This is an optimization exercise on Yosys and OpenROAD, whose aim is small area, a short achievable clock period and few clock cycles per item, not a production implementation. In this exercise RTL edits were held to simulation tests only and were not proved equivalent to the original. No activity file was given, so power comes from the tool's default toggle rates.

## flow/design.v (module list and top-level ports; edited modules follow where they fit)
// module fp32_mul: 79 lines
// module mul24_tree: 3274 lines
// module fp32_add: 81 lines
// module lasp_filter_bank: 221 lines
module lasp_filter_bank (
    input  wire        clk,
    input  wire        rst,
    input  wire        cfg_we,
    input  wire [3:0]  cfg_addr,
    input  wire [31:0] cfg_data,
    output wire        cfg_ready,
    input  wire        in_valid,
    output wire        in_ready,
    input  wire [31:0] in_sample,
    output wire        out_valid,
    input  wire        out_ready,
    output wire [31:0] out_low,
    output wire [31:0] out_mid,
    output wire [31:0] out_high
);
  // ...
==> flow/run.sh <==
#!/bin/bash
# synth_recipe.tcl (not shown) runs the flow's synth.tcl, then flattens the netlist and writes it again
# the make line also repeats each setting of config.mk as NAME=value (left out here)
make -C /OpenROAD-flow-scripts/flow DESIGN_CONFIG=/design/flow/config.mk WORK_HOME=/design/flow/orfs CLKGATE_MAP_FILE= SYNTH_SCRIPT=/design/flow/synth_recipe.tcl finish
==> flow/config.mk <==
export PLATFORM = sky130hd
export DESIGN_NAME = lasp_filter_bank
export DESIGN_NICKNAME = lasp_filter_bank
export VERILOG_FILES = /design/flow/design.v
export SDC_FILE = /design/flow/constraint.sdc
export NUM_CORES = 4
export LEC_CHECK = 0
export CAP_MARGIN = 20
export CORE_MARGIN = 2
export CORE_UTILIZATION = 40
export SLEW_MARGIN = 20
==> flow/constraint.sdc <==
create_clock -name core_clock -period 20.0 [get_ports {clk}]
set_input_delay 4.0000 -clock core_clock [delete_from_list [all_inputs] [get_ports {clk}]]
set_output_delay 4.0000 -clock core_clock [all_outputs]
set_load 0.01 [all_outputs]
==> results.py, run 1 <==
metrics = {
    "critical_path": {
        "cp-endpoint": "u_a1.r_s[25]",
        "r2r-start": "ini[0]",
        "critPathBufInv": 8,
        "critPathTopFamily": "simple AND/OR/NAND/NOR gates",
        "worst-setup-path-type": "flop to flop",
    },
    "power": {
        "switching_share_pct": 47.7,
        "p_int_mw": 11.6,
        "power_frac_comb_pct": 51.1,
        "power_clock_mw": 4.75,
        "p_sw_mw": 10.6,
        "ir_drop_mv": 0.106,
        "clkPwrFrac_pct": 21.4,
    },
    "job": {
        "drv_cap": 0,
    },
    "timing": {
        "clock_skew_ps": 160,
        "rsz0062_at_grt": "no",
        "max_freq_mhz": 92.0,
        "slew_headroom_pct": 14.3,
        "finalCritPeriodShare_pct": 54.3,
        "slew_violations": 0,
    },
    "logic_synthesis": {
        "ys_seq_area_share_pct": 22.4,
        "synthFlopType": "dfxtp_1",
        "yosys.area_share.adder_pct": 28.3,
        "synth-xor-area-share_pct": 2.71,
        "yosysMostFrequentCell": "inv_1",
    },
    "finish": {
        "n_antenna_cell": 67,
        "final_common_cell": "inv_1",
    },
    "worst_hold_path": {
        "min_path_type": "flop to flop",
        "whs_path_depth": 0,
    },
    "floorplan": {
        "ios": 172,
        "die_area_sq_um": 530000,
        "die_w_um": 728,
    },
    "status": {
        "status": "finished clean",
    },
    "route": {
        "first_pass_iters": 8,
    },
    "placement": {
        "io_buffers": 171,
    },
    "clock_tree": {
        "clkLatencyLatePin_ps": 1070,
    },
}
Testbench counts, summed over its fixed seeds: cycles 4,944, items 800.
==> run 2: changes to the inputs <==
==> flow/flow/run.sh (new file) <==
#!/bin/bash
# Layout flow: the standard synthesis and ORFS layout, with the timing
# repair steps asked to keep a setup margin, so that they size and buffer
# the paths for a shorter achieved period. The clock, the constraints and
# every step of the flow are the standard ones.
set -euo pipefail
MARGIN=${MARGIN:-14}
bash standard.sh synth > synth.log 2>&1
bash standard.sh SETUP_SLACK_MARGIN=$MARGIN finish > layout.log 2>&1
==> flow/standard.sh (new file) <==
#!/bin/bash
# synth_recipe.tcl (not shown) runs the flow's synth.tcl, then flattens the netlist and writes it again
# the make line also repeats each setting of config.mk as NAME=value (left out here)
make -C /OpenROAD-flow-scripts/flow DESIGN_CONFIG=/design/flow/config.mk WORK_HOME=/design/flow/orfs CLKGATE_MAP_FILE= SYNTH_SCRIPT=/design/flow/synth_recipe.tcl "${@:-finish}"
removed: flow/run.sh
==> run 2 against run 1 <==
Effect of this change: still clean; design area up 10%; clock power grew 0.8%; sequential power about the same; count of clock-buffer cells in the layout is 3 higher; critical endpoint unchanged; largest power group unchanged.
==> results.py, run 2 <==
metrics = {
    "status": {
        "status": "finished clean",
    },
    "logic_synthesis": {
        "ys_seq_elements": 2151,
        "synthFlopType": "dfxtp_1",
        "yosysMostFrequentCell": "inv_1",
        "ys_types": 122,
        "yosysTopAreaCellShare_pct": 23.3,
        "async_reset_ff_share_pct": 0,
        "synth_common_cells": "inv_1 (3371), fa_1 (2438), nand2_1 (2327), dfxtp_1 (1758), nor2_1 (1542)",
        "syn-cell-area_sq_um": 210000,
        "ys_seq_area_share_pct": 22.4,
        "synth_nets": 27800,
        "synth_top_area_cell": "fa_1",
        "yosys_warnings": 9,
        "syn_avg_cell_area_sq_um": 8.57,
        "synthTopCellsByArea": "fa_1 (23%), dfxtp_1 (17%), inv_1 (6.0%)",
        "synthCells": 24500,
        "synth_edf_count": 393,
    },
    "power": {
        "power.leakage_nw": 111,
        "sequentialPowerShare_pct": 23.7,
        "p_int_mw": 13.7,
        "switching_share_pct": 46.8,
        "clkPwrFrac_pct": 18.5,
        "power.density_nw_per_um2": 103,
        "ir_drop_mv": 0.0961,
        "p_sw_mw": 12.1,
        "power_mw": 25.8,
        "power_frac_comb_pct": 57.8,
    },
    "critical_path": {
        "worst-setup-path-type": "flop to flop",
        "cp_max_fo": 5,
        "critical-path-max-stage-delay_ps": 490,
        "start_kind": "flop",
        "crit_path_end_kind": "flop",
        "cpMostUsedCell": "a21oi_2",
        "crit_required_ps": 20830,
        "arrival_ps": 9250,
        "cp_slowest_cell": "or4_4",
    },
    "route": {
        "first_pass_iters": 8,
        "wl_um": 833000,
        "drc": 0,
        "drtIter0Drc": 19200,
        "num_vias": 189000,
        "via_per_inst": 5.86,
        "antenna_left": 0,
        "wl_per_cell_um": 25.8,
    },
    "floorplan": {
        "rows": 265,
        "ios": 172,
        "die_w_um": 728,
        "die-height_um": 728,
        "start_util_pct": 40.2,
        "die_area_sq_um": 530000,
        "core_sq_um": 522000,
    },
    "clock_tree": {
        "cts.clk_slew.worst_paths_ps": 60,
        "holdBufCountCts": 0,
        "clock_path_buffers": 4,
        "cts_root_buffer": "clkbuf_16",
        "cts.htree.levels": 4,
        "cts_buffers": 241,
        "clkLatencyLatePin_ps": 1060,
        "tritoncts": "built",
        "clkSinkCount": 2151,
    },
    "timing": {
        "slew_violations": 0,
        "setup_tns_ps": 0,
        "rsz0062_at_grt": "yes",
        "setup_viol": 0,
        "clock_skew_ps": 139,
        "max_slew.worst_pin.slew_ps": 1400,
        "finalCritPeriodShare_pct": 42.1,
        "min_period_ps": 8420,
        "hold_viol": 0,
        "slew_headroom_pct": 6.06,
        "max_freq_mhz": 119,
    },
    "finish": {
        "drive_above_1_share_pct": 16.3,
        "layout_common_cells": "inv_1 (3300), fa_1 (2419), nand2_1 (2203)",
        "nNetsFinal": 28400,
        "final_common_cell": "inv_1",
        "largestRegisters": "cr0: 165 flops, cr1: 165 flops, cr2: 165 flops",
        "final_cell_area_sq_um": 251000,
        "synthToLayoutAreaGrowth_pct": 19.5,
    },
    "job": {
        "drv_cap": 0,
    },
    "grt": {
        "first_global_vias": 186000,
        "grt_usage_pct": 30.2,
        "antenna_found_initial": 92,
        "grt_overflow": 0,
        "grt_pass1_wl_um": 1220000,
        "grt_max_degree": 132,
    },
    "placement": {
        "placed_area_sq_um": 220000,
        "io_buffers": 171,
        "place.gp.congestion": 0.990,
        "dp_hpwl_um": 591000,
    },
    "worst_hold_path": {
        "min_path_type": "flop to flop",
    },
}
run 2: cell count changes in the layout (fill, tap and decap cells not counted), sizes merged, moves of 9 or more:
cell and delta:
inv -10, clkbuf +20, buf +1011, clkinv +14, or2 +9, dlymetal6s2s +16, bufbuf +18, clkdlybuf4s50 -43
dlygate4sd2 +27
run 2: timing repair:
action	4_1_cts	5_1_grt
resized for setup	1833	948
setup endpoints to repair	677	562
gates cloned	73	19
pin swaps	629	631
setup buffers	688	320
endpoints found under the hold margin	0	0
run 2: metrics by stage:
step	hold slack [ps]	std cells	util [%]	worst slack (ps)
floorplan	310	24500	-	11550
global placement	309	30600	42.2	8950
detailed placement	312	30600	42.2	8900
CTS	257	31800	46.7	11470
global route	265	32200	48.1	11250
finish	258	32200	48.1	11580
run 2: area by class of cell:
class | count | area (sq um)
Clock inverter | 151 | 1910
Sequential cell | 2151 | 47200
Inverter | 3397 | 13000
Timing Repair Buffer | 1671 | 16200
Antenna cell | 60 | 150
Multi-Input combinational cell | 17600 | 157000
Tap cell | 6942 | 8690
Fill cell | 49500 | 271000
Clock buffer | 299 | 6590
Timing Repair inverter | 4 | 36.3
run 2: final timing paths:
path / endpoint / cells after the start / slack (ps) / startpoint
worst max-delay path: u_a1.r_s[25] / 46 / 11580 / ini[0]
worst max register to register: u_a1.r_s[25] / 46 / 11580 / ini[0]
worst min-delay path: cr0[2][25] / 0 / 260 / cr1[2][25]
worst min register to register: cr0[2][25] / 0 / 260 / cr1[2][25]
run 2: power by group through the flow:
stage	clock, mW	sequential, mW	combinational (mW)
finish	4.79	6.12	14.9
global route	5.03	6.12	15.8
floorplan	0	5.53	7.93
global placement	0	6.11	11.3
CTS	4.87	6.04	13.4
detailed placement	0	6.10	11.3
run 2: layer usage:
layer  track usage, %  up-vias  part of all wire [%]
met1             41.2    94000                    41
li1                 -    82900                     -
met2             45.3     9827                    42
met3             7.11     2102                    10
met4             14.2       38                   5.8
met5                0        -                 0.032
run 2: cell families (layout without fill, tap and decap cells):
family	after synthesis	in the layout	share of synthesized area [%]
buf+inv	4793	5522	8.62
other cells	0	60	0
xor+xnor	649	649	2.71
simple gates	8294	8311	19.8
flops	2151	2151	22.4
fa+ha+maj	3277	3277	28.3
mux	583	585	3.41
compound gates	4741	4752	14.8
run 2: critical path: cells and delay by family, from the launching register on:
| family | cells | cell delay (ps) |
|---|---|---|
| AO/OA/AOI/OAI | 21 | 3250 |
| XOR/XNOR | 1 | 150 |
| adder cells (fa/ha/maj) | 5 | 1080 |
| buffers and inverters | 6 | 620 |
| flip-flops | 1 | 340 |
| AND/OR/NAND/NOR | 13 | 2800 |
==> module fp32_mul, before the edit <==
module fp32_mul (
    input  wire        clk,
    input  wire [32:0] a,
    input  wire [32:0] b,
    output reg  [32:0] y
);
    wire        sa = a[32], sb = b[32];
    wire [8:0]  ea = a[31:23], eb = b[31:23];
    wire        za = (ea == 9'd0), zb = (eb == 9'd0);
    wire        xa = (ea == 9'h1FF), xb = (eb == 9'h1FF);
    wire        nan1 = (xa & a[22]) | (xb & b[22]) | (xa & zb) | (xb & za);
    wire        inf1 = xa | xb;
    wire        zer1 = za | zb;
    wire [9:0]  es = {1'b0, ea} + {1'b0, eb};
    wire signed [11:0] e46 = $signed({2'b00, es}) - 12'sd150;
    wire signed [11:0] ds = 12'sd197 - $signed({2'b00, es});
    wire [5:0]  dsc = (ds < 12'sd23) ? 6'd23 : (ds > 12'sd49) ? 6'd49 : ds[5:0];
    wire [47:0] ts, tc;
    mul24_tree u_tree (.a({1'b1, a[22:0]}), .b({1'b1, b[22:0]}), .s(ts), .c(tc));
    reg [47:0] r_s, r_c;
    reg [5:0]  r_d;
    reg [9:0]  r_e;
    reg        r_sg, r_nan, r_inf, r_zer;
    reg        r_ov0, r_ov1, r_ov2;
    always @(posedge clk) begin
        r_s   <= ts;
        r_c   <= tc;
        r_d   <= dsc;
        r_e   <= e46[9:0];
        r_ov0 <= e46 > 12'sd277;
        r_ov1 <= e46 > 12'sd276;
        r_ov2 <= e46 > 12'sd275;
        r_sg  <= sa ^ sb;
        r_nan <= nan1;
        r_inf <= inf1;
        r_zer <= zer1;
    end
    wire [48:0] p = {1'b0, r_s + r_c};
    wire        is23 = (r_d == 6'd23);
    wire        up = is23 & p[47];           
    reg  [48:0] lowm;                        
    reg         g, st, lsb;
    integer i;
    always @* begin
        for (i = 0; i < 49; i = i + 1)
            lowm[i] = (i < r_d);
        lowm[23] = lowm[23] | up;
        g = 1'b0; st = 1'b0; lsb = 1'b0;
        for (i = 0; i < 49; i = i + 1) begin
            if (i + 1 == r_d) g = p[i];
            if (i + 1 < r_d)  st = st | p[i];
            if (i == r_d)     lsb = p[i];
        end
        if (up) begin
            g   = p[23];
            st  = |p[22:0];
            lsb = p[24];
        end
    end
    wire        inc  = g & (st | lsb);
    wire [48:0] kept = p & ~lowm;
    wire [48:0] pinc = ((p | lowm) + 49'd1) & ~lowm;
    wire [48:0] pr   = inc ? pinc : kept;
    wire        l48 = pr[48], l47 = pr[47], l46 = pr[46];
    wire [22:0] fr  = l48 ? pr[47:25] : l47 ? pr[46:24] : pr[45:23];
    wire [9:0]  er  = r_e + (l48 ? 10'd2 : l47 ? 10'd1 : 10'd0);
    wire        ovf = l48 ? r_ov2 : l47 ? r_ov1 : r_ov0;
    wire        zr  = ~(l48 | l47 | l46);
    always @(posedge clk) begin
        if (r_nan)
            y <= {1'b0, 9'h1FF, 1'b1, 22'd0};
        else if (r_inf | ovf)
            y <= {r_sg, 9'h1FF, 23'd0};
        else if (r_zer | zr)
            y <= {r_sg, 32'd0};
        else
            y <= {r_sg, er[8:0], fr};
    end
endmodule
==> module fp32_add, before the edit <==
module fp32_add (
    input  wire        clk,
    input  wire [32:0] a,
    input  wire [32:0] b,
    input  wire        sub,
    output reg  [32:0] y
);
    wire [32:0] bb = {b[32] ^ sub, b[31:0]};
    wire xa = (a[31:23] == 9'h1FF), xb = (bb[31:23] == 9'h1FF);
    wire a_nan = xa & a[22],  b_nan = xb & bb[22];
    wire a_inf = xa & ~a[22], b_inf = xb & ~bb[22];
    wire nan1 = a_nan | b_nan | (a_inf & b_inf & (a[32] ^ bb[32]));
    wire inf1 = a_inf | b_inf;
    wire isg1 = a_inf ? a[32] : bb[32];
    wire        swap = bb[31:0] > a[31:0];
    wire [32:0] p = swap ? bb : a;
    wire [32:0] q = swap ? a : bb;
    wire [8:0]  ep = p[31:23], eq = q[31:23];
    wire [8:0]  d  = ep - eq;
    wire [26:0] p_al = {ep != 9'd0, p[22:0], 3'b000};
    wire [26:0] q_al = {eq != 9'd0, q[22:0], 3'b000};
    reg  [26:0] q_sh;
    reg         stk;
    always @* begin
        if (d > 9'd26) begin
            q_sh = 27'd0;
            stk  = |q_al;
        end else begin
            q_sh = q_al >> d[4:0];
            stk  = |(q_al & ~({27{1'b1}} << d[4:0]));
        end
    end
    wire        esub = p[32] ^ q[32];
    wire [27:0] qx = {1'b0, q_sh[26:1], q_sh[0] | stk};
    wire [27:0] s1 = esub ? ({1'b0, p_al} - qx) : ({1'b0, p_al} + qx);
    reg [27:0] r_s;
    reg [8:0]  r_e;
    reg        r_sg, r_esub, r_nan, r_inf, r_isg;
    always @(posedge clk) begin
        r_s    <= s1;
        r_e    <= ep;
        r_sg   <= p[32];
        r_esub <= esub;
        r_nan  <= nan1;
        r_inf  <= inf1;
        r_isg  <= isg1;
    end
    reg [26:0] sn;
    reg [4:0]  lz;
    reg [9:0]  e2;
    integer i;
    always @* begin
        lz = 5'd0;
        for (i = 0; i < 27; i = i + 1)
            if (r_s[i]) lz = 26 - i;
        if (r_s[27]) begin
            sn = r_s[27:1] | {26'd0, r_s[0]};
            e2 = {1'b0, r_e} + 10'd1;
        end else begin
            sn = r_s[26:0] << lz;
            e2 = {1'b0, r_e} - {5'd0, lz};
        end
    end
    wire        rnd = sn[2] & (sn[3] | sn[1] | sn[0]);
    wire [24:0] m   = {1'b0, sn[26:3]} + {24'd0, rnd};
    wire [9:0]  e3  = e2 + {9'd0, m[24]};
    wire [22:0] f3  = m[24] ? 23'd0 : m[22:0];
    wire        zs  = (r_s == 28'd0);
    always @(posedge clk) begin
        if (r_nan)
            y <= {1'b0, 9'h1FF, 1'b1, 22'd0};
        else if (r_inf)
            y <= {r_isg, 9'h1FF, 23'd0};
        else if (zs)
            y <= {r_esub ? 1'b0 : r_sg, 32'd0};
        else if (e3 > 10'd277)
            y <= {r_sg, 9'h1FF, 23'd0};
        else
            y <= {r_sg, e3[8:0], f3};
    end
endmodule
==> module lasp_filter_bank, before the edit <==
module lasp_filter_bank (
    input  wire        clk,
    input  wire        rst,
    input  wire        cfg_we,
    input  wire [3:0]  cfg_addr,
    input  wire [31:0] cfg_data,
    output wire        cfg_ready,
    input  wire        in_valid,
    output wire        in_ready,
    input  wire [31:0] in_sample,
    output wire        out_valid,
    input  wire        out_ready,
    output wire [31:0] out_low,
    output wire [31:0] out_mid,
    output wire [31:0] out_high
);
    localparam [32:0] NEG0 = {1'b1, 32'd0};
    localparam [32:0] POS0 = 33'd0;
    localparam [32:0] ONE  = {1'b0, 9'd150, 23'd0};
    function [32:0] to_if(input [31:0] v);
        reg [4:0]  lz;
        reg [22:0] fs;
        integer    i;
        begin
            lz = 5'd0;
            for (i = 0; i < 23; i = i + 1)
                if (v[i]) lz = 22 - i;
            fs = v[22:0] << lz;
            if (v[30:23] == 8'hFF)
                to_if = (v[22:0] != 23'd0) ? {1'b0, 9'h1FF, 1'b1, 22'd0} : {v[31], 9'h1FF, 23'd0};
            else if (v[30:23] != 8'd0)
                to_if = {v[31], {1'b0, v[30:23]} + 9'd23, v[22:0]};
            else if (v[22:0] == 23'd0)
                to_if = {v[31], 32'd0};
            else
                to_if = {v[31], 9'd23 - {4'd0, lz}, fs[21:0], 1'b0};
        end
    endfunction
    function [31:0] to_b32(input [32:0] v);
        reg [8:0]  e;
        reg [23:0] m;
        begin
            e = v[31:23];
            m = {1'b1, v[22:0]} >> (5'd24 - e[4:0]);
            if (e == 9'h1FF)
                to_b32 = v[22] ? 32'h7FC00000 : {v[32], 8'hFF, 23'd0};
            else if (e == 9'd0)
                to_b32 = {v[32], 31'd0};
            else if (e >= 9'd24)
                to_b32 = {v[32], e[7:0] - 8'd23, v[22:0]};
            else
                to_b32 = {v[32], 8'd0, m[22:0]};
        end
    endfunction
    reg [2:0]  slot;         
    reg [1:0]  m3;           
    reg [2:0]  ini;          
    reg        raw_full;
    reg [31:0] raw;
    reg        xv;           
    reg [32:0] x;
    reg        lv;           
    reg [32:0] lag0, lag1, lag2;
    reg        run1_q, run2_q;
    reg [6:1]  prd;          
    reg [1:0]  pend;         
    reg [3:0]  busy;
    reg        wpend;
    reg [2:0]  wk;
    reg [1:0]  wc;
    reg [31:0] wdat;
    reg        cfg_rdy_r, in_rdy_r;
    reg        stg_full, ov;
    reg [31:0] stg_lo, stg_mi, stg_hi;
    reg [31:0] o_lo, o_mi, o_hi;
    assign cfg_ready = cfg_rdy_r;
    assign in_ready  = in_rdy_r;
    assign out_valid = ov;
    assign out_low   = o_lo;
    assign out_mid   = o_mi;
    assign out_high  = o_hi;
    wire go     = (ini == 3'd0) && (pend != 2'd2);
    wire run1_n = go && xv;
    wire run2_n = go && lv;
    wire run1   = (slot == 3'd0) ? run1_n : run1_q;
    wire run2   = (slot == 3'd0) ? run2_n : run2_q;
    wire pr0    = (slot < 3'd3) ? run1 : run2;
    reg [32:0] cr0 [0:4];
    reg [32:0] cr1 [0:4];
    reg [32:0] cr2 [0:4];
    wire [1:0] cas_b = (m3 == 2'd0) ? 2'd2 : m3 - 2'd1;    
    wire [32:0] wval = (ini != 3'd0) ? POS0 : to_if(wdat);
    reg  [4:0] hit;
    integer k;
    always @* begin
        for (k = 0; k < 5; k = k + 1)
            hit[k] = (ini != 3'd0) ||
                     (wpend && wk == k && wc == ((k < 3) ? m3 : cas_b));
    end
    always @(posedge clk) begin
        for (k = 0; k < 5; k = k + 1) begin
            cr0[k] <= cr1[k];
            cr1[k] <= cr2[k];
            cr2[k] <= hit[k] ? wval : cr0[k];
        end
    end
    wire [32:0] p0, p1, p2, yv, tv, q1, q2, z1, z2;
    reg  [32:0] td1, td2, pd1, pd2, pd3, pd4;
    wire [32:0] xs = (slot == 3'd3) ? lag0 : (slot == 3'd4) ? lag1 :
                     (slot == 3'd5) ? lag2 : x;
    fp32_mul u_m0 (.clk(clk), .a(xs), .b(cr0[0]), .y(p0));
    fp32_mul u_m1 (.clk(clk), .a(xs), .b(cr0[1]), .y(p1));
    fp32_mul u_m2 (.clk(clk), .a(xs), .b(cr0[2]), .y(p2));
    wire [32:0] p0f = prd[2] ? p0 : NEG0;
    wire [32:0] p1f = prd[2] ? p1 : NEG0;
    wire [32:0] z1f = (ini != 3'd0) ? POS0 : z1;
    wire [32:0] z2f = (ini != 3'd0) ? POS0 : z2;
    fp32_add u_a0 (.clk(clk), .a(p0f), .b(z1f), .sub(1'b0), .y(yv));
    fp32_add u_a1 (.clk(clk), .a(p1f), .b(z2f), .sub(1'b0), .y(tv));
    wire [32:0] b1f = prd[4] ? cr0[3] : ONE;
    wire [32:0] b2f = prd[4] ? cr0[4] : ONE;
    wire [32:0] y2f = prd[4] ? yv : tv;
    fp32_mul u_m3 (.clk(clk), .a(b1f), .b(yv),  .y(q1));
    fp32_mul u_m4 (.clk(clk), .a(b2f), .b(y2f), .y(q2));
    always @(posedge clk) begin
        td1 <= tv;  td2 <= td1;
        pd1 <= p2;  pd2 <= pd1;  pd3 <= pd2;  pd4 <= pd3;
    end
    wire [32:0] tf = prd[6] ? td2 : NEG0;
    wire [32:0] pf = prd[6] ? pd4 : NEG0;
    fp32_add u_a2 (.clk(clk), .a(tf), .b(q1), .sub(prd[6]), .y(z1));
    fp32_add u_a3 (.clk(clk), .a(pf), .b(q2), .sub(prd[6]), .y(z2));
    wire [31:0] yb = to_b32(yv);
    wire cfg_acc = cfg_we && cfg_rdy_r;
    wire in_acc  = in_valid && in_rdy_r;
    wire x_take  = (slot == 3'd2) && run1_q;              
    wire x_load  = raw_full && (!xv || x_take) && !wpend;
    wire o_take  = ov && out_ready;
    wire o_move  = stg_full && (!ov || out_ready);
    wire w_land  = wpend && |hit;
    reg        n_raw_full, n_xv, n_lv, n_wpend;
    reg [3:0]  n_busy;
    reg [1:0]  n_pend;
    always @* begin
        n_raw_full = in_acc ? 1'b1 : (x_load ? 1'b0 : raw_full);
        n_xv       = x_load ? 1'b1 : (x_take ? 1'b0 : xv);
        n_lv       = (slot == 3'd0) ? (run1_n ? 1'b1 : (run2_n ? 1'b0 : lv)) : lv;
        n_wpend    = (cfg_acc && cfg_addr != 4'd15) ? 1'b1 : (w_land ? 1'b0 : wpend);
        n_busy     = ((slot == 3'd0) && (run1_n || run2_n)) ? 4'd15 :
                     (busy != 4'd0) ? busy - 4'd1 : 4'd0;
        n_pend     = pend + {1'b0, (slot == 3'd0) && run2_n} - {1'b0, o_take};
    end
    always @(posedge clk) begin
        if (rst) begin
            slot      <= 3'd0;
            m3        <= 2'd0;
            ini       <= 3'd6;
            raw_full  <= 1'b0;
            xv        <= 1'b0;
            lv        <= 1'b0;
            run1_q    <= 1'b0;
            run2_q    <= 1'b0;
            prd       <= 6'd0;
            pend      <= 2'd0;
            busy      <= 4'd0;
            wpend     <= 1'b0;
            cfg_rdy_r <= 1'b0;
            in_rdy_r  <= 1'b0;
            stg_full  <= 1'b0;
            ov        <= 1'b0;
        end else begin
            slot <= (slot == 3'd5) ? 3'd0 : slot + 3'd1;
            m3   <= (m3 == 2'd2) ? 2'd0 : m3 + 2'd1;
            if (ini != 3'd0) ini <= ini - 3'd1;
            if (slot == 3'd0) begin
                run1_q <= run1_n;
                run2_q <= run2_n;
            end
            prd <= {prd[5:1], pr0};
            raw_full <= n_raw_full;
            xv       <= n_xv;
            lv       <= n_lv;
            wpend    <= n_wpend;
            busy     <= n_busy;
            pend     <= n_pend;
            cfg_rdy_r <= !n_raw_full && !n_xv && !n_lv && !n_wpend &&
                         (n_busy == 4'd0) && (ini <= 3'd1) && !cfg_acc;
            in_rdy_r  <= !n_raw_full && !(cfg_we && !cfg_rdy_r);
            if (prd[4] && slot == 3'd3) stg_full <= 1'b1;
            else if (o_move)            stg_full <= 1'b0;
            if (o_move)      ov <= 1'b1;
            else if (o_take) ov <= 1'b0;
        end
    end
    always @(posedge clk) begin
        if (in_acc) raw <= in_sample;
        if (x_load) x <= to_if(raw);
        if (cfg_acc) begin
            wc   <= (cfg_addr >= 4'd10) ? 2'd2 : (cfg_addr >= 4'd5) ? 2'd1 : 2'd0;
            wk   <= (cfg_addr >= 4'd10) ? cfg_addr[2:0] - 3'd2 :
                    (cfg_addr >= 4'd5)  ? cfg_addr[2:0] - 3'd5 : cfg_addr[2:0];
            wdat <= cfg_data;
        end
        if (prd[4]) begin
            case (slot)
                3'd4: lag0 <= yv;
                3'd5: lag1 <= yv;
                3'd0: lag2 <= yv;
                3'd1: stg_lo <= yb;
                3'd2: stg_mi <= yb;
                3'd3: stg_hi <= yb;
                default: ;
            endcase
        end
        if (o_move) begin
            o_lo <= stg_lo;
            o_mi <= stg_mi;
            o_hi <= stg_hi;
        end
    end
endmodule
==> run 3: changes to the inputs <==
--- a/flow/design.v
+++ b/flow/design.v
@@ -37,6 +37,8 @@
     end
-    wire [48:0] p = {1'b0, r_s + r_c};
+    wire [47:0] ps = r_s + r_c;
+    wire [48:0] p  = {1'b0, ps};
     wire        is23 = (r_d == 6'd23);
     wire        up = is23 & p[47];           
-    reg  [48:0] lowm;                        
+    wire        stl = |p[21:0];              
+    reg  [48:23] lowm;                       
     reg         g, st, lsb;
@@ -44,7 +46,7 @@
     always @* begin
-        for (i = 0; i < 49; i = i + 1)
+        for (i = 23; i < 49; i = i + 1)
             lowm[i] = (i < r_d);
         lowm[23] = lowm[23] | up;
-        g = 1'b0; st = 1'b0; lsb = 1'b0;
-        for (i = 0; i < 49; i = i + 1) begin
+        g = 1'b0; st = stl; lsb = 1'b0;
+        for (i = 22; i < 49; i = i + 1) begin
             if (i + 1 == r_d) g = p[i];
@@ -55,3 +57,3 @@
             g   = p[23];
-            st  = |p[22:0];
+            st  = stl | p[22];
             lsb = p[24];
@@ -60,5 +62,5 @@
     wire        inc  = g & (st | lsb);
-    wire [48:0] kept = p & ~lowm;
-    wire [48:0] pinc = ((p | lowm) + 49'd1) & ~lowm;
-    wire [48:0] pr   = inc ? pinc : kept;
+    wire [48:23] kept = p[48:23] & ~lowm;
+    wire [48:23] pinc = ((p[48:23] | lowm) + 26'd1) & ~lowm;
+    wire [48:23] pr   = inc ? pinc : kept;
     wire        l48 = pr[48], l47 = pr[47], l46 = pr[46];
@@ -3367,9 +3369,12 @@
     wire isg1 = a_inf ? a[32] : bb[32];
-    wire        swap = bb[31:0] > a[31:0];
+    wire [8:0]  ea = a[31:23], eb = bb[31:23];
+    wire [9:0]  dab = {1'b0, ea} - {1'b0, eb};
+    wire [8:0]  dba = eb - ea;
+    wire        swap = dab[9];
     wire [32:0] p = swap ? bb : a;
     wire [32:0] q = swap ? a : bb;
-    wire [8:0]  ep = p[31:23], eq = q[31:23];
-    wire [8:0]  d  = ep - eq;
+    wire [8:0]  ep = swap ? eb : ea;
+    wire [8:0]  d  = swap ? dba : dab[8:0];
     wire [26:0] p_al = {ep != 9'd0, p[22:0], 3'b000};
-    wire [26:0] q_al = {eq != 9'd0, q[22:0], 3'b000};
+    wire [26:0] q_al = {q[31:23] != 9'd0, q[22:0], 3'b000};
     reg  [26:0] q_sh;
@@ -3387,3 +3392,8 @@
     wire [27:0] qx = {1'b0, q_sh[26:1], q_sh[0] | stk};
-    wire [27:0] s1 = esub ? ({1'b0, p_al} - qx) : ({1'b0, p_al} + qx);
+    wire [27:0] qm = esub ? ~qx : qx;
+    wire [27:0] sm = {1'b0, p_al} + qm + {27'd0, esub};
+    wire [26:0] alt = {1'b0, bb[22:0], 3'b000} - {1'b0, a[22:0], 3'b000};
+    wire        neg = esub & sm[27];
+    wire [27:0] s1 = neg ? {1'b0, alt} : sm;
+    wire        sg1 = neg ? q[32] : p[32];
     reg [27:0] r_s;
@@ -3394,3 +3404,3 @@
         r_e    <= ep;
-        r_sg   <= p[32];
+        r_sg   <= sg1;
         r_esub <= esub;
@@ -3491,2 +3501,3 @@
     reg [2:0]  ini;          
+    reg        zf;           
     reg        raw_full;
@@ -3549,4 +3560,4 @@
     wire [32:0] p1f = prd[2] ? p1 : NEG0;
-    wire [32:0] z1f = (ini != 3'd0) ? POS0 : z1;
-    wire [32:0] z2f = (ini != 3'd0) ? POS0 : z2;
+    wire [32:0] z1f = zf ? POS0 : z1;
+    wire [32:0] z2f = zf ? POS0 : z2;
     fp32_add u_a0 (.clk(clk), .a(p0f), .b(z1f), .sub(1'b0), .y(yv));
@@ -3591,2 +3602,3 @@
             ini       <= 3'd6;
+            zf        <= 1'b1;
             raw_full  <= 1'b0;
@@ -3608,2 +3620,3 @@
             if (ini != 3'd0) ini <= ini - 3'd1;
+            zf <= (ini > 3'd1);
             if (slot == 3'd0) begin
==> run 3 against run 2 <==
Effect of this change: largest power group unchanged; still clean; largest cell class unchanged; clock skew shrank 2.5 ps; combinational power hardly changed; sequential share of layout area increased by 0.36 points; cell count fell by 3.3%; global-route usage is 1.7 points lower; critical path type unchanged.
==> results.py, run 3 <==
metrics = {
    "status": {
        "status": "finished clean",
    },
    "floorplan": {
        "start_util_pct": 40.1,
        "ios": 172,
        "die_w_um": 720,
        "core_sq_um": 512000,
        "rows": 263,
        "die-height_um": 720,
        "die_area_sq_um": 519000,
    },
    "finish": {
        "drive_above_1_share_pct": 16.2,
        "final_cells": 31200,
        "seqCellArea_sq_um": 47200,
        "layout_common_cells": "inv_1 (3284), fa_1 (2423), nand2_1 (2179)",
        "synthToLayoutAreaGrowth_pct": 19.9,
        "multiInputGateArea_sq_um": 151000,
        "nFillCells": 48100,
        "nNetsFinal": 27500,
        "largestRegisters": "cr0: 165 flops, cr1: 165 flops, cr2: 165 flops",
        "final_common_cell": "inv_1",
    },
    "timing": {
        "setup_tns_ps": 0,
        "max_freq_mhz": 144,
        "setup_viol": 0,
        "hold_viol": 0,
        "max_slew.worst_pin.slew_ps": 1330,
        "rsz0062_at_grt": "yes",
        "slew_violations": 0,
        "setup_slack_ps": 13070,
        "finalCritPeriodShare_pct": 34.7,
        "min_period_ps": 6930,
        "clock_skew_ps": 137,
        "slew_headroom_pct": 10.9,
    },
    "clock_tree": {
        "cts.clk_slew.worst_paths_ps": 70,
        "cts.htree.levels": 4,
        "cts_root_buffer": "clkbuf_16",
        "clock_path_buffers": 4,
        "clkSinkCount": 2152,
        "tritoncts": "built",
        "clkLatencyLatePin_ps": 1030,
        "cts_buffers": 243,
    },
    "route": {
        "num_vias": 180000,
        "first_pass_iters": 9,
        "drc": 0,
        "via_per_inst": 5.76,
        "wl_per_cell_um": 24.8,
        "drtIter0Drc": 18300,
        "antenna_left": 0,
        "wl_um": 773000,
    },
    "critical_path": {
        "crit_path_end_kind": "flop",
        "critPathTopFamily": "compound AO/OA/AOI/OAI gates",
        "cp_max_fo": 7,
        "critical-path-max-stage-delay_ps": 530,
        "critPathBufInv": 7,
        "worst-setup-path-type": "flop to flop",
        "cp_slowest_cell": "or4_4",
        "start_kind": "flop",
        "cpMostUsedCell": "buf_12",
        "crit_required_ps": 20840,
        "arrival_ps": 7770,
    },
    "power": {
        "power.leakage_nw": 108,
        "power_mw": 25.3,
        "ir_drop_mv": 0.118,
        "power.density_nw_per_um2": 103,
    },
    "placement": {
        "placed_cells": 29600,
        "io_buffers": 171,
        "dp_hpwl_um": 538000,
        "pre_cts_slack_ps": 10320,
        "place.gp.congestion": 0.971,
    },
    "logic_synthesis": {
        "synth_top_area_cell": "fa_1",
        "async_reset_ff_share_pct": 0,
        "ys_types": 142,
        "synth_nets": 26800,
        "ys_seq_elements": 2152,
        "synth_edf_count": 393,
        "synthTopCellsByArea": "fa_1 (24%), dfxtp_1 (17%), inv_1 (6.1%)",
        "syn_avg_cell_area_sq_um": 8.71,
        "yosysTopAreaCellShare_pct": 23.9,
        "syn-cell-area_sq_um": 205000,
        "synth_common_cells": "inv_1 (3321), fa_1 (2446), nand2_1 (2276), dfxtp_1 (1759), nor2_1 (1328)",
        "synthFlopType": "dfxtp_1",
        "synthCells": 23500,
        "ys_seq_area_share_pct": 22.9,
        "yosys_warnings": 9,
        "yosysMostFrequentCell": "inv_1",
    },
    "grt": {
        "grt_pass1_wl_um": 1140000,
        "grt_usage_pct": 28.5,
        "antenna_found_initial": 74,
        "grt_max_degree": 154,
        "first_global_vias": 178000,
        "grt_overflow": 0,
    },
    "job": {
        "drv_cap": 0,
    },
    "worst_hold_path": {
        "min_path_type": "flop to flop",
    },
}
==> run 3: metal layers <==
metal,wire (um),share of wire (%),track usage (%)
met1,312000,40,37.9
met2,341000,44,44.5
met3,77600,10,6.03
met4,43000,5.6,12.8
met5,263,0.034,0
==> run 3: metrics by stage <==
| step | instance area [sq um] | hold slack [ps] | util [%] |
|---|---|---|---|
| final | 246000 | 238 | 48.0 |
| after floorplan | 207000 | 310 | - |
| after CTS | 238000 | 254 | 46.5 |
| after detailed placement | 215000 | 312 | 41.9 |
| after global routing | 246000 | 268 | 48.0 |
| after global placement | 215000 | 310 | 41.9 |
==> run 3: layout make-up <==
cell class	count	area share (%)
tap	6757	3.44
clock inverter	149	0.848
sequential	2152	19.2
antenna	41	0.0417
multi-input combinational	16800	61.5
timing repair inverter	5	0.0214
clock buffer	302	2.69
timing repair buffer	1689	7.12
inverter	3335	5.14
==> run 3: final timing paths <==
path | startpoint | endpoint | slack [ps] | depth (start not counted)
worst max-delay path | zf | u_a0.r_s[9] | 13070 | 33
worst min-delay path | cr2[1][26] | cr1[1][26] | 240 | 0
worst min register to register | cr2[1][26] | cr1[1][26] | 240 | 0
worst max register to register | zf | u_a0.r_s[9] | 13070 | 33
==> run 3: what timing repair did <==
item,4_1_cts,5_1_grt
pin swaps,452,514
resized for setup,1585,1047
hold buffers,0,0
gates cloned,101,32
buffers inserted,657,335
setup endpoints to repair,678,476
==> run 3: kinds of logic after synthesis <==
| kind of cell | Yosys count | synth area share (%) |
|---|---|---|
| flip-flops | 2152 | 22.9 |
| adder cells (fa/ha/maj) | 3221 | 28.6 |
| buffers and inverters | 4650 | 8.63 |
| AND/OR/NAND/NOR | 7860 | 19.2 |
| XOR/XNOR | 750 | 3.20 |
| multiplexers | 642 | 3.72 |
| AO/OA/AOI/OAI | 4272 | 13.7 |
==> run 3: worst register-to-register path, delay by kind of cell (launching register included) <==
family / cells / cell delay (ps)
flip-flops: 1 / 350
AO/OA/AOI/OAI: 15 / 3090
AND/OR/NAND/NOR: 5 / 990
XOR/XNOR: 2 / 290
multiplexers: 1 / 330
buffers and inverters: 7 / 970
adder cells (fa/ha/maj): 3 / 800
==> run 3: power breakdown <==
| part | total (mW) | leakage (nW) | switching, mW | internal, mW |
|---|---|---|---|---|
| Clock | 4.86 | 4.23 | 2.01 | 2.85 |
| Sequential | 5.73 | 18.0 | 0.737 | 4.99 |
| Combinational | 14.7 | 86.0 | 8.55 | 6.14 |
| Total | 25.3 | 108 | 11.3 | 14.0 |
Testbench counts of run 3, summed over its fixed seeds: cycles 4,944, items 800.
==> run 4: changes to the inputs <==
--- a/flow/design.v
+++ b/flow/design.v
@@ -48,3 +48,2 @@
             lowm[i] = (i < r_d);
-        lowm[23] = lowm[23] | up;
         g = 1'b0; st = stl; lsb = 1'b0;
@@ -55,12 +54,11 @@
         end
-        if (up) begin
-            g   = p[23];
-            st  = stl | p[22];
-            lsb = p[24];
-        end
     end
-    wire        inc  = g & (st | lsb);
-    wire [48:23] kept = p[48:23] & ~lowm;
-    wire [48:23] pinc = ((p[48:23] | lowm) + 26'd1) & ~lowm;
-    wire [48:23] pr   = inc ? pinc : kept;
+    wire        inca  = g & (st | lsb);
+    wire [48:23] kepta = p[48:23] & ~lowm;
+    wire [48:23] pinca = ((p[48:23] | lowm) + 26'd1) & ~lowm;
+    wire [48:23] pra   = inca ? pinca : kepta;
+    wire        incb  = p[23] & (stl | p[22] | p[24]);
+    wire [48:24] pinb  = p[48:24] + 25'd1;
+    wire [48:23] prb   = {incb ? pinb : p[48:24], 1'b0};
+    wire [48:23] pr    = up ? prb : pra;
     wire        l48 = pr[48], l47 = pr[47], l46 = pr[46];
@@ -3373,20 +3371,27 @@
     wire        swap = dab[9];
-    wire [32:0] p = swap ? bb : a;
-    wire [32:0] q = swap ? a : bb;
-    wire [8:0]  ep = swap ? eb : ea;
-    wire [8:0]  d  = swap ? dba : dab[8:0];
-    wire [26:0] p_al = {ep != 9'd0, p[22:0], 3'b000};
-    wire [26:0] q_al = {q[31:23] != 9'd0, q[22:0], 3'b000};
-    reg  [26:0] q_sh;
-    reg         stk;
+    wire [26:0] a_al = {ea != 9'd0, a[22:0], 3'b000};
+    wire [26:0] b_al = {eb != 9'd0, bb[22:0], 3'b000};
+    reg  [26:0] ash, bsh;
+    reg         ast, bst;
     always @* begin
-        if (d > 9'd26) begin
-            q_sh = 27'd0;
-            stk  = |q_al;
+        if (dab[8:0] > 9'd26) begin
+            bsh = 27'd0;
+            bst = |b_al;
+        end else begin
+            bsh = b_al >> dab[4:0];
+            bst = |(b_al & ~({27{1'b1}} << dab[4:0]));
+        end
+        if (dba > 9'd26) begin
+            ash = 27'd0;
+            ast = |a_al;
         end else begin
-            q_sh = q_al >> d[4:0];
-            stk  = |(q_al & ~({27{1'b1}} << d[4:0]));
+            ash = a_al >> dba[4:0];
+            ast = |(a_al & ~({27{1'b1}} << dba[4:0]));
         end
     end
-    wire        esub = p[32] ^ q[32];
+    wire [26:0] p_al = swap ? b_al : a_al;
+    wire [26:0] q_sh = swap ? ash : bsh;
+    wire        stk  = swap ? ast : bst;
+    wire [8:0]  ep   = swap ? eb : ea;
+    wire        esub = a[32] ^ bb[32];
     wire [27:0] qx = {1'b0, q_sh[26:1], q_sh[0] | stk};
@@ -3397,3 +3402,3 @@
     wire [27:0] s1 = neg ? {1'b0, alt} : sm;
-    wire        sg1 = neg ? q[32] : p[32];
+    wire        sg1 = (neg | swap) ? bb[32] : a[32];
     reg [27:0] r_s;
@@ -3410,5 +3415,4 @@
     end
-    reg [26:0] sn;
-    reg [4:0]  lz;
-    reg [9:0]  e2;
+    wire        big = ~r_s[27] & ~r_s[26] & ~r_s[25];
+    reg [4:0]   lz;
     integer i;
@@ -3416,16 +3420,23 @@
         lz = 5'd0;
-        for (i = 0; i < 27; i = i + 1)
+        for (i = 0; i < 25; i = i + 1)
             if (r_s[i]) lz = 26 - i;
+    end
+    wire [26:0] sb = r_s[26:0] << lz;
+    wire [9:0]  eb2 = {1'b0, r_e} - {5'd0, lz};
+    reg  [23:0] sig;
+    reg         g, st;
+    reg  [9:0]  es;
+    always @* begin
         if (r_s[27]) begin
-            sn = r_s[27:1] | {26'd0, r_s[0]};
-            e2 = {1'b0, r_e} + 10'd1;
+            sig = r_s[27:4]; g = r_s[3]; st = |r_s[2:0]; es = {1'b0, r_e} + 10'd1;
+        end else if (r_s[26]) begin
+            sig = r_s[26:3]; g = r_s[2]; st = |r_s[1:0]; es = {1'b0, r_e};
         end else begin
-            sn = r_s[26:0] << lz;
-            e2 = {1'b0, r_e} - {5'd0, lz};
+            sig = r_s[25:2]; g = r_s[1]; st = r_s[0];    es = {1'b0, r_e} - 10'd1;
         end
     end
-    wire        rnd = sn[2] & (sn[3] | sn[1] | sn[0]);
-    wire [24:0] m   = {1'b0, sn[26:3]} + {24'd0, rnd};
-    wire [9:0]  e3  = e2 + {9'd0, m[24]};
-    wire [22:0] f3  = m[24] ? 23'd0 : m[22:0];
+    wire        rnd = g & (st | sig[0]);
+    wire [24:0] m   = {1'b0, sig} + {24'd0, rnd};
+    wire [9:0]  e3  = big ? eb2 : es + {9'd0, m[24]};
+    wire [22:0] f3  = big ? sb[25:3] : (m[24] ? 23'd0 : m[22:0]);
     wire        zs  = (r_s == 28'd0);
@@ -3499,2 +3510,3 @@
     reg [2:0]  slot;         
+    reg [5:0]  oh;           
     reg [1:0]  m3;           
@@ -3553,4 +3565,3 @@
     reg  [32:0] td1, td2, pd1, pd2, pd3, pd4;
-    wire [32:0] xs = (slot == 3'd3) ? lag0 : (slot == 3'd4) ? lag1 :
-                     (slot == 3'd5) ? lag2 : x;
+    wire [32:0] xs = oh[3] ? lag0 : oh[4] ? lag1 : oh[5] ? lag2 : x;
     fp32_mul u_m0 (.clk(clk), .a(xs), .b(cr0[0]), .y(p0));
@@ -3583,3 +3594,3 @@
     wire o_take  = ov && out_ready;
-    wire o_move  = stg_full && (!ov || out_ready);
+    wire o_move  = stg_full && !ov;
     wire w_land  = wpend && |hit;
@@ -3600,2 +3611,3 @@
             slot      <= 3'd0;
+            oh        <= 6'd1;
             m3        <= 2'd0;
@@ -3618,2 +3630,3 @@
             slot <= (slot == 3'd5) ? 3'd0 : slot + 3'd1;
+            oh   <= {oh[4:0], oh[5]};
             m3   <= (m3 == 2'd2) ? 2'd0 : m3 + 2'd1;
@@ -3642,5 +3655,5 @@
     always @(posedge clk) begin
-        if (in_acc) raw <= in_sample;
+        if (!raw_full) raw <= in_sample;
         if (x_load) x <= to_if(raw);
-        if (cfg_acc) begin
+        if (cfg_rdy_r) begin
             wc   <= (cfg_addr >= 4'd10) ? 2'd2 : (cfg_addr >= 4'd5) ? 2'd1 : 2'd0;
==> run 4 against run 3 <==
Effect of this change: still clean on timing, DRC and antenna; synthesized area up 4.4%; sequential share of layout area about the same; fmax up 1.7%; synthesized cell count up 6.3%; routed wire length up 2.5%; critical path type unchanged; count of clock-buffer cells in the layout down 11; highest routed layer unchanged; via count up 3.7%; sequential cell count up 6; total power down 17%.
==> results.py, run 4 <==
metrics = {
    "status": {
        "status": "finished clean",
    },
    "logic_synthesis": {
        "synth_edf_count": 393,
        "ys_seq_elements": 2158,
        "syn_avg_cell_area_sq_um": 8.56,
        "ys_seq_area_share_pct": 22.0,
        "synth_top_area_cell": "fa_1",
        "ys_types": 134,
        "synth_nets": 28300,
        "yosysTopAreaCellShare_pct": 22.9,
        "yosys_warnings": 9,
        "synthTopCellsByArea": "fa_1 (23%), dfxtp_1 (16%), inv_1 (5.7%)",
        "async_reset_ff_share_pct": 0,
        "syn-cell-area_sq_um": 214000,
        "synthFlopType": "dfxtp_1",
        "synthCells": 25000,
        "synth_common_cells": "inv_1 (3258), fa_1 (2446), nand2_1 (2393), dfxtp_1 (1765), nor2_1 (1552)",
        "yosysMostFrequentCell": "inv_1",
    },
    "route": {
        "wl_per_cell_um": 24.5,
        "via_per_inst": 5.77,
        "wl_um": 792000,
        "first_pass_iters": 8,
        "drc": 0,
        "num_vias": 186000,
        "drtIter0Drc": 18900,
        "antenna_left": 0,
    },
    "timing": {
        "finalCritPeriodShare_pct": 34.1,
        "hold_viol": 0,
        "rsz0062_at_grt": "yes",
        "setup_viol": 0,
        "min_period_ps": 6820,
        "clock_skew_ps": 110,
        "max_slew.worst_pin.slew_ps": 1200,
        "slew_violations": 0,
        "setup_tns_ps": 0,
        "slew_headroom_pct": 20.3,
        "max_freq_mhz": 147,
    },
    "grt": {
        "first_global_vias": 181000,
        "antenna_found_initial": 58,
        "grt_usage_pct": 28.1,
        "grt_max_degree": 156,
        "grt_pass1_wl_um": 1170000,
        "grt_overflow": 0,
    },
    "power": {
        "ir_drop_mv": 0.109,
        "power.density_nw_per_um2": 85.2,
        "power_mw": 21.0,
        "power.leakage_nw": 106,
    },
    "finish": {
        "nNetsFinal": 28300,
        "fin_util_pct": 46.2,
        "drive_above_1_share_pct": 12.8,
        "largestRegisters": "cr0: 165 flops, cr1: 165 flops, cr2: 165 flops",
        "final_common_cell": "inv_1",
        "synthToLayoutAreaGrowth_pct": 15.0,
        "nFillCells": 51300,
        "layout_common_cells": "inv_1 (3232), fa_1 (2428), nand2_1 (2330)",
    },
    "clock_tree": {
        "cts_buffers": 229,
        "clkSinkCount": 2158,
        "cts.htree.levels": 4,
        "tritoncts": "built",
        "clock_path_buffers": 4,
        "clkLatencyLatePin_ps": 1030,
        "cts_root_buffer": "clkbuf_16",
        "holdBufCountCts": 0,
        "cts.clk_slew.worst_paths_ps": 70,
    },
    "floorplan": {
        "ios": 172,
        "die-height_um": 736,
        "die_w_um": 736,
        "core_sq_um": 533000,
        "start_util_pct": 40.2,
        "die_area_sq_um": 542000,
        "rows": 268,
    },
    "critical_path": {
        "crit_cells": 34,
        "reg2reg_slack_ps": 13180,
        "worst-setup-path-type": "flop to flop",
        "r2r-start": "zf",
        "critPathTopFamily": "compound AO/OA/AOI/OAI gates",
        "cp-endpoint": "u_a1.r_s[26]",
        "crit_path_end_kind": "flop",
        "rr_worst_depth": 34,
        "critical-path-max-stage-delay_ps": 540,
        "rr_endpoint": "u_a1.r_s[26]",
        "cp_max_fo": 5,
        "cp_slowest_cell": "or4_4",
        "critical_path.startpoint": "zf",
        "critPathBufInv": 6,
        "start_kind": "flop",
        "arrival_ps": 7700,
        "crit_required_ps": 20890,
    },
    "placement": {
        "dp_hpwl_um": 572000,
        "io_buffers": 171,
        "place.gp.congestion": 0.984,
    },
    "worst_hold_path": {
        "worstHoldStart": "cr1[1][25]",
        "min_path_type": "flop to flop",
    },
    "job": {
        "drv_cap": 0,
    },
}
## run 4: what timing repair did
item,4_1_cts,5_1_grt
endpoints found under the setup margin,653,431
cloned,34,31
gates resized for setup,956,892
pin swaps,234,404
buffers inserted,330,270
## run 4: final cells by class
type / count / area, sq um / area share (%)
timing repair buffer: 1224 / 11900 / 4.84
inverter: 3283 / 12400 / 5.05
antenna: 79 / 198 / 0.0803
sequential: 2158 / 47200 / 19.2
multi-input combinational: 18100 / 158000 / 64.0
timing repair inverter: 3 / 22.5 / 0.00914
clock inverter: 139 / 1680 / 0.682
tap: 7020 / 8780 / 3.57
clock buffer: 291 / 6350 / 2.58
## run 4: worst reg2reg max path, delay by kind of cell, from the launching register on
family / cells / cell delay (ps)
AO/OA/AOI/OAI: 17 / 3250
buffers and inverters: 6 / 580
AND/OR/NAND/NOR: 5 / 1280
XOR/XNOR: 2 / 250
adder cells (fa/ha/maj): 4 / 960
flip-flops: 1 / 370
## run 4: cell families after synthesis
group | after synthesis | share of synthesized area (%)
AO/OA/AOI/OAI | 4604 | 13.9
XOR/XNOR | 864 | 3.55
adder cells (fa/ha/maj) | 3211 | 27.3
buffers and inverters | 4803 | 8.47
flip-flops | 2158 | 22.0
multiplexers | 907 | 4.95
AND/OR/NAND/NOR | 8481 | 19.8
## run 4: how the worst min path moves through the flow
stage          cells past startpoint          to
5_1_grt                            0  cr0[1][25]
2_1_floorplan                      0   cr0[0][0]
3_5_place_dp                       0  cr0[3][10]
3_3_place_gp                       0  cr0[0][28]
6_report                           0  cr0[1][25]
4_1_cts                            0  cr0[1][25]
## run 4: through the flow
step | std cells | hold WS, ps | instance area [sq um] | worst slack, ps
3_3_place_gp | 31100 | 310 | 224000 | 10510
3_5_place_dp | 31100 | 312 | 224000 | 10510
5_1_grt | 32300 | 279 | 246000 | 12980
2_1_floorplan | 25000 | 310 | 216000 | 12700
6_report | 32300 | 250 | 246000 | 13180
4_1_cts | 31900 | 271 | 239000 | 13090
## run 4: report_power, final
part	switching (mW)	internal, mW
Clock	2.00	2.57
Combinational	6.56	4.13
Sequential	0.768	4.94
Total	9.33	11.6
## run 4: per-layer routing
| layer | global-route usage, % | vias up | share of wire [%] |
|---|---|---|---|
| li1 | - | 83300 | - |
| met1 | 39.1 | 92700 | 42 |
| met2 | 42.7 | 8702 | 43 |
| met3 | 5.09 | 1590 | 8.9 |
| met4 | 12.4 | 14 | 5.3 |
| met5 | 0 | - | 0.012 |
Testbench counts of run 4, summed over its fixed seeds: cycles 4,944, items 800.
==> run 5: changes to the inputs <==
--- a/flow/design.v
+++ b/flow/design.v
@@ -4,2 +4,3 @@
     input  wire [32:0] b,
+    input  wire        kill,    
     output reg  [32:0] y
@@ -69,3 +70,5 @@
     always @(posedge clk) begin
-        if (r_nan)
+        if (kill)
+            y <= {1'b1, 32'd0};
+        else if (r_nan)
             y <= {1'b0, 9'h1FF, 1'b1, 22'd0};
@@ -3358,2 +3361,3 @@
     input  wire        sub,
+    input  wire        clr,     
     output reg  [32:0] y
@@ -3368,5 +3372,11 @@
     wire [8:0]  ea = a[31:23], eb = bb[31:23];
-    wire [9:0]  dab = {1'b0, ea} - {1'b0, eb};
-    wire [8:0]  dba = eb - ea;
-    wire        swap = dab[9];
+    wire [9:0]  dab;
+    wire [8:0]  dba;
+    wire        dab_c, dba_c;
+    ks_add #(10) u_dab (.a({1'b0, ea}), .b({1'b1, ~eb}), .ci(1'b1), .s(dab), .co(dab_c));
+    ks_add #(9)  u_dba (.a(eb), .b(~ea), .ci(1'b1), .s(dba), .co(dba_c));
+    wire [23:0] fcmp;
+    wire        fcmp_c;
+    ks_add #(24) u_fc (.a({1'b0, a[22:0]}), .b({1'b1, ~bb[22:0]}), .ci(1'b1), .s(fcmp), .co(fcmp_c));
+    wire        swap = dab[9] | ((ea == eb) & fcmp[23]);
     wire [26:0] a_al = {ea != 9'd0, a[22:0], 3'b000};
@@ -3398,7 +3408,7 @@
     wire [27:0] qm = esub ? ~qx : qx;
-    wire [27:0] sm = {1'b0, p_al} + qm + {27'd0, esub};
-    wire [26:0] alt = {1'b0, bb[22:0], 3'b000} - {1'b0, a[22:0], 3'b000};
-    wire        neg = esub & sm[27];
-    wire [27:0] s1 = neg ? {1'b0, alt} : sm;
-    wire        sg1 = (neg | swap) ? bb[32] : a[32];
+    wire [27:0] sm;
+    wire        sm_c;
+    ks_add #(28) u_sm (.a({1'b0, p_al}), .b(qm), .ci(esub), .s(sm), .co(sm_c));
+    wire [27:0] s1 = sm;
+    wire        sg1 = swap ? bb[32] : a[32];
     reg [27:0] r_s;
@@ -3443,3 +3453,5 @@
     always @(posedge clk) begin
-        if (r_nan)
+        if (clr)
+            y <= 33'd0;
+        else if (r_nan)
             y <= {1'b0, 9'h1FF, 1'b1, 22'd0};
@@ -3455,2 +3467,33 @@
 endmodule
+module ks_add #(parameter W = 8) (
+    input  wire [W-1:0] a,
+    input  wire [W-1:0] b,
+    input  wire         ci,
+    output wire [W-1:0] s,
+    output wire         co
+);
+    localparam L = (W + 1 <= 2) ? 1 : (W + 1 <= 4) ? 2 : (W + 1 <= 8) ? 3 :
+                   (W + 1 <= 16) ? 4 : (W + 1 <= 32) ? 5 : (W + 1 <= 64) ? 6 : 7;
+    wire [W-1:0] p0 = a ^ b;
+    wire [W:0]   gg [0:L];
+    wire [W:0]   pp [0:L];
+    assign gg[0] = {a & b, ci};
+    assign pp[0] = {p0, 1'b0};
+    genvar l, i;
+    generate
+        for (l = 0; l < L; l = l + 1) begin : lev
+            for (i = 0; i <= W; i = i + 1) begin : bitl
+                if (i >= (1 << l)) begin : comb
+                    assign gg[l + 1][i] = gg[l][i] | (pp[l][i] & gg[l][i - (1 << l)]);
+                    assign pp[l + 1][i] = pp[l][i] & pp[l][i - (1 << l)];
+                end else begin : pass
+                    assign gg[l + 1][i] = gg[l][i];
+                    assign pp[l + 1][i] = pp[l][i];
+                end
+            end
+        end
+    endgenerate
+    assign s  = p0 ^ gg[L][W-1:0];
+    assign co = gg[L][W];
+endmodule
 module lasp_filter_bank (
@@ -3566,11 +3609,7 @@
     wire [32:0] xs = oh[3] ? lag0 : oh[4] ? lag1 : oh[5] ? lag2 : x;
-    fp32_mul u_m0 (.clk(clk), .a(xs), .b(cr0[0]), .y(p0));
-    fp32_mul u_m1 (.clk(clk), .a(xs), .b(cr0[1]), .y(p1));
-    fp32_mul u_m2 (.clk(clk), .a(xs), .b(cr0[2]), .y(p2));
-    wire [32:0] p0f = prd[2] ? p0 : NEG0;
-    wire [32:0] p1f = prd[2] ? p1 : NEG0;
-    wire [32:0] z1f = zf ? POS0 : z1;
-    wire [32:0] z2f = zf ? POS0 : z2;
-    fp32_add u_a0 (.clk(clk), .a(p0f), .b(z1f), .sub(1'b0), .y(yv));
-    fp32_add u_a1 (.clk(clk), .a(p1f), .b(z2f), .sub(1'b0), .y(tv));
+    fp32_mul u_m0 (.clk(clk), .a(xs), .b(cr0[0]), .kill(~prd[1]), .y(p0));
+    fp32_mul u_m1 (.clk(clk), .a(xs), .b(cr0[1]), .kill(~prd[1]), .y(p1));
+    fp32_mul u_m2 (.clk(clk), .a(xs), .b(cr0[2]), .kill(1'b0), .y(p2));
+    fp32_add u_a0 (.clk(clk), .a(p0), .b(z1), .sub(1'b0), .clr(1'b0), .y(yv));
+    fp32_add u_a1 (.clk(clk), .a(p1), .b(z2), .sub(1'b0), .clr(1'b0), .y(tv));
     wire [32:0] b1f = prd[4] ? cr0[3] : ONE;
@@ -3578,12 +3617,10 @@
     wire [32:0] y2f = prd[4] ? yv : tv;
-    fp32_mul u_m3 (.clk(clk), .a(b1f), .b(yv),  .y(q1));
-    fp32_mul u_m4 (.clk(clk), .a(b2f), .b(y2f), .y(q2));
+    fp32_mul u_m3 (.clk(clk), .a(b1f), .b(yv),  .kill(1'b0), .y(q1));
+    fp32_mul u_m4 (.clk(clk), .a(b2f), .b(y2f), .kill(1'b0), .y(q2));
     always @(posedge clk) begin
-        td1 <= tv;  td2 <= td1;
-        pd1 <= p2;  pd2 <= pd1;  pd3 <= pd2;  pd4 <= pd3;
+        td1 <= tv;  td2 <= prd[5] ? td1 : NEG0;
+        pd1 <= p2;  pd2 <= pd1;  pd3 <= pd2;  pd4 <= prd[5] ? pd3 : NEG0;
     end
-    wire [32:0] tf = prd[6] ? td2 : NEG0;
-    wire [32:0] pf = prd[6] ? pd4 : NEG0;
-    fp32_add u_a2 (.clk(clk), .a(tf), .b(q1), .sub(prd[6]), .y(z1));
-    fp32_add u_a3 (.clk(clk), .a(pf), .b(q2), .sub(prd[6]), .y(z2));
+    fp32_add u_a2 (.clk(clk), .a(td2), .b(q1), .sub(prd[6]), .clr(zf), .y(z1));
+    fp32_add u_a3 (.clk(clk), .a(pd4), .b(q2), .sub(prd[6]), .clr(zf), .y(z2));
     wire [31:0] yb = to_b32(yv);
@@ -3613,3 +3650,3 @@
             m3        <= 2'd0;
-            ini       <= 3'd6;
+            ini       <= 3'd7;
             zf        <= 1'b1;
==> run 5 against run 4 <==
Effect of this change: synthesized area down 1.1%; core utilization fell by 0.72 points; highest routed layer unchanged; combinational power hardly changed; critical path depth is 13 lower; synthesized cell count down 2.0%; total power decreased by 0.75%; first-iteration DRC count up 0.64%; sequential share of layout area is 0.49 points higher; design area is 2.5% lower; worst hold slack better by 38 ps; worst setup slack gained 650 ps.
==> results.py, run 5 <==
metrics = {
    "status": {
        "status": "finished clean",
    },
    "route": {
        "num_vias": 184000,
        "wl_met2_um": 340000,
        "wl_um": 804000,
        "wl_met3_um": 79900,
        "wl_per_cell_um": 25.4,
        "highest_layer": "met5",
        "drtIter0Drc": 19000,
        "antenna_left": 0,
        "via_per_inst": 5.80,
        "met1Wirelength_um": 338000,
        "drc": 0,
        "first_pass_iters": 6,
    },
    "logic_synthesis": {
        "synth_edf_count": 393,
        "synth-xor-area-share_pct": 3.43,
        "yosysMostFrequentCell": "inv_1",
        "synthMuxAreaShare_pct": 5.23,
        "synth_top_family_by_area": "adder cells",
        "ys_seq_elements": 2158,
        "synth_compound_area_share_pct": 13.5,
        "ys_types": 121,
        "synthFlopType": "dfxtp_1",
        "async_reset_ff_share_pct": 0,
        "ys_seq_area_share_pct": 22.2,
        "synthCells": 24500,
        "synth_top_area_cell": "fa_1",
        "yosysTopAreaCellShare_pct": 23.0,
        "syn_avg_cell_area_sq_um": 8.63,
        "synth-simple-area-share_pct": 19.6,
        "synth_nets": 27800,
        "yosys.area_share.adder_pct": 27.5,
        "synthTopCellsByArea": "fa_1 (23%), dfxtp_1 (17%), inv_1 (5.8%)",
        "synth_common_cells": "inv_1 (3264), fa_1 (2434), nand2_1 (2277), dfxtp_1 (1765), nor2_1 (1553)",
        "syn-cell-area_sq_um": 212000,
        "yosys_warnings": 13,
    },
    "critical_path": {
        "cp_max_fo": 7,
        "crit_required_ps": 20870,
        "critPathBufInv": 1,
        "worst-setup-path-type": "flop to flop",
        "critPathTopFamily": "simple AND/OR/NAND/NOR gates",
        "critical-path-max-stage-delay_ps": 570,
        "cp_slowest_cell": "or4_4",
        "arrival_ps": 7040,
        "crit_path_end_kind": "flop",
        "start_kind": "flop",
        "crit_chain": "ha_4 > fa_2 > a211oi_2 > o21a_2 > o21ai_4 > a2111o_1 > and4_4 > o31a_1 > or3_4 > buf_4 > nand2_2 > a221o_1 > nor3b_1 > a211oi_1 > or4_4 > and2_4 > and3_4 > or3_4 > mux2_4 > or4_4 > a211oi_2",
    },
    "timing": {
        "setup_slack_ps": 13840,
        "slew_headroom_pct": 15.5,
        "hold_slack_ps": 288,
        "setup_tns_ps": 0,
        "hold_viol": 0,
        "min_period_ps": 6160,
        "setup_viol": 0,
        "rsz0062_at_grt": "yes",
        "max_slew.worst_pin.slew_ps": 1270,
        "max_freq_mhz": 162,
        "slew_violations": 0,
        "clock_skew_ps": 113,
        "finalCritPeriodShare_pct": 30.8,
    },
    "placement": {
        "io_buffers": 171,
        "place.gp.congestion": 1.00,
        "dp_hpwl_um": 591000,
        "placed_cells": 30700,
        "pre_cts_slack_ps": 11940,
    },
    "clock_tree": {
        "cts.htree.levels": 4,
        "cts_root_buffer": "clkbuf_16",
        "tritoncts": "built",
        "clock_path_buffers": 4,
        "cts.clk_slew.worst_paths_ps": 60,
        "cts_buffers": 237,
        "holdBufCountCts": 0,
        "clkLatencyLatePin_ps": 1030,
        "clkSinkCount": 2158,
    },
    "finish": {
        "nNetsFinal": 27700,
        "seqCellArea_sq_um": 47200,
        "largestRegisters": "cr0: 165 flops, cr1: 165 flops, cr2: 165 flops",
        "layout_common_cells": "inv_1 (3248), fa_1 (2424), nand2_1 (2242)",
        "synthToLayoutAreaGrowth_pct": 13.4,
        "drive_above_1_share_pct": 11.4,
        "multiInputGateArea_sq_um": 154000,
        "nFillCells": 51100,
        "final_common_cell": "inv_1",
        "final_cells": 31700,
    },
    "power": {
        "ir_drop_mv": 0.103,
        "power_mw": 20.8,
        "power.leakage_nw": 105,
        "power.density_nw_per_um2": 86.7,
    },
    "grt": {
        "antenna_found_initial": 68,
        "grt_usage_pct": 28.8,
        "first_global_vias": 180000,
        "grt_overflow": 0,
        "grt_max_degree": 194,
        "grt_pass1_wl_um": 1180000,
    },
    "floorplan": {
        "die-height_um": 732,
        "ios": 172,
        "die_w_um": 732,
        "start_util_pct": 40.1,
        "core_sq_um": 528000,
        "die_area_sq_um": 536000,
        "rows": 267,
    },
    "worst_hold_path": {
        "min_path_type": "flop to flop",
    },
    "job": {
        "drv_cap": 0,
    },
}
==> run 5: cell count changes in the layout (fill, tap and decap cells not counted), sizes merged, moves of 40 or more <==
| cell | change |
|---|---|
| or3 | -41 |
| buf | -125 |
| nor2b | -50 |
| nor3 | -40 |
| mux2 | -42 |
| and2 | +68 |
| o21ai | -205 |
| nand2 | -117 |
==> run 5: final cells by class <==
| type | count | share of cell area (%) |
|---|---|---|
| timing repair buffer | 1090 | 4.08 |
| antenna | 46 | 0.0479 |
| sequential | 2158 | 19.7 |
| clock inverter | 131 | 0.661 |
| timing repair inverter | 6 | 0.0177 |
| inverter | 3283 | 5.16 |
| clock buffer | 310 | 2.75 |
| tap | 6994 | 3.64 |
| multi-input combinational | 17700 | 64.0 |
==> run 5: worst reg2reg max path, delay by kind of cell (launching register included) <==
| kind | cells | cell delay, ps |
|---|---|---|
| DFF | 1 | 330 |
| adders and majority gates | 2 | 540 |
| AOI/OAI and AO/OA | 8 | 1870 |
| and+or+nand+nor | 9 | 2810 |
| buffers and inverters | 1 | 150 |
| muxes | 1 | 320 |
==> run 5: per-layer routing <==
metal	vias to the layer above	global-route usage, %
met4	34	13.6
met1	91200	39.8
met2	9060	42.9
li1	81600	-
met3	1766	6.35
met5	-	0
==> run 5: cell families after synthesis <==
family	after synthesis
AO/OA/AOI/OAI	4403
XOR/XNOR	827
adder cells (fa/ha/maj)	3196
buffers and inverters	4734
flip-flops	2158
multiplexers	929
AND/OR/NAND/NOR	8289
==> run 5: path summary, 6_finish.rpt <==
| check | end | depth (start not counted) | start | slack [ps] |
|---|---|---|---|---|
| hold reg to reg | pd2[13] | 0 | pd1[13] | 290 |
| setup / recovery | u_m0.y[1] | 21 | u_m0.r_c[1] | 13840 |
| setup reg to reg | u_m0.y[1] | 21 | u_m0.r_c[1] | 13840 |
| hold / removal | pd2[13] | 0 | pd1[13] | 290 |
==> run 5: repair_timing <==
item / in CTS / in global routing
gates resized for setup: 723 / 779
buffers inserted: 172 / 243
cloned: 17 / 30
endpoints found under the setup margin: 565 / 379
pin swaps: 175 / 314
==> run 5: where the power goes <==
part / switching [mW] / total (mW) / internal (mW)
clock: 1.98 / 4.62 / 2.64
sequential: 0.804 / 5.78 / 4.97
combinational: 6.77 / 10.4 / 3.65
==> run 5: metrics by stage <==
stage	util, %	instance area (sq um)
6_report	45.5	240000
5_1_grt	45.5	240000
4_1_cts	44.4	234000
3_5_place_dp	41.9	221000
3_3_place_gp	41.9	221000
2_1_floorplan	-	212000
Testbench counts of run 5, summed over its fixed seeds: cycles 4,944, items 800.

[re-timing with driven ports]
The flow's constraints put no driver on any port. The routed layouts listed below were extracted and timed again, unchanged, in two steps. Step 1 (the two cells are an assumption about what drives the block):
set clk [get_ports {clk}]
set_driving_cell -lib_cell sky130_fd_sc_hd__clkbuf_16 $clk
set_driving_cell -lib_cell sky130_fd_sc_hd__buf_2 [delete_from_list [all_inputs] $clk]
Step 2 times the ports against the registers' clock, not the clock port: input delays grow and output delays shrink by t, the midpoint of the rising clock arrivals with the driver on. a / b / c = ideal ports / drivers / drivers and shift; a / b = the first two.
run | shift t [ns] | slack for setup (ns) | worst setup path after step 2 | worst slew at a driven data input, ns | pins driven straight from the clock port
run 1 | 1.098 | 9.133 / 9.133 / 9.133 | register to register | 0.17 | 1
run 2 | 1.105 | 11.579 / 11.579 / 11.579 | register to register | 0.29 | 1
run 3 | 1.085 | 13.069 / 13.069 / 13.069 | register to register | 0.12 | 1
run 4 | 1.106 | 13.185 / 13.185 / 13.185 | register to register | 0.33 | 1
run 5 | 1.083 | 13.835 / 13.835 / 13.835 | register to register | 0.15 | 1
After both steps setup and hold are still met in every run listed.
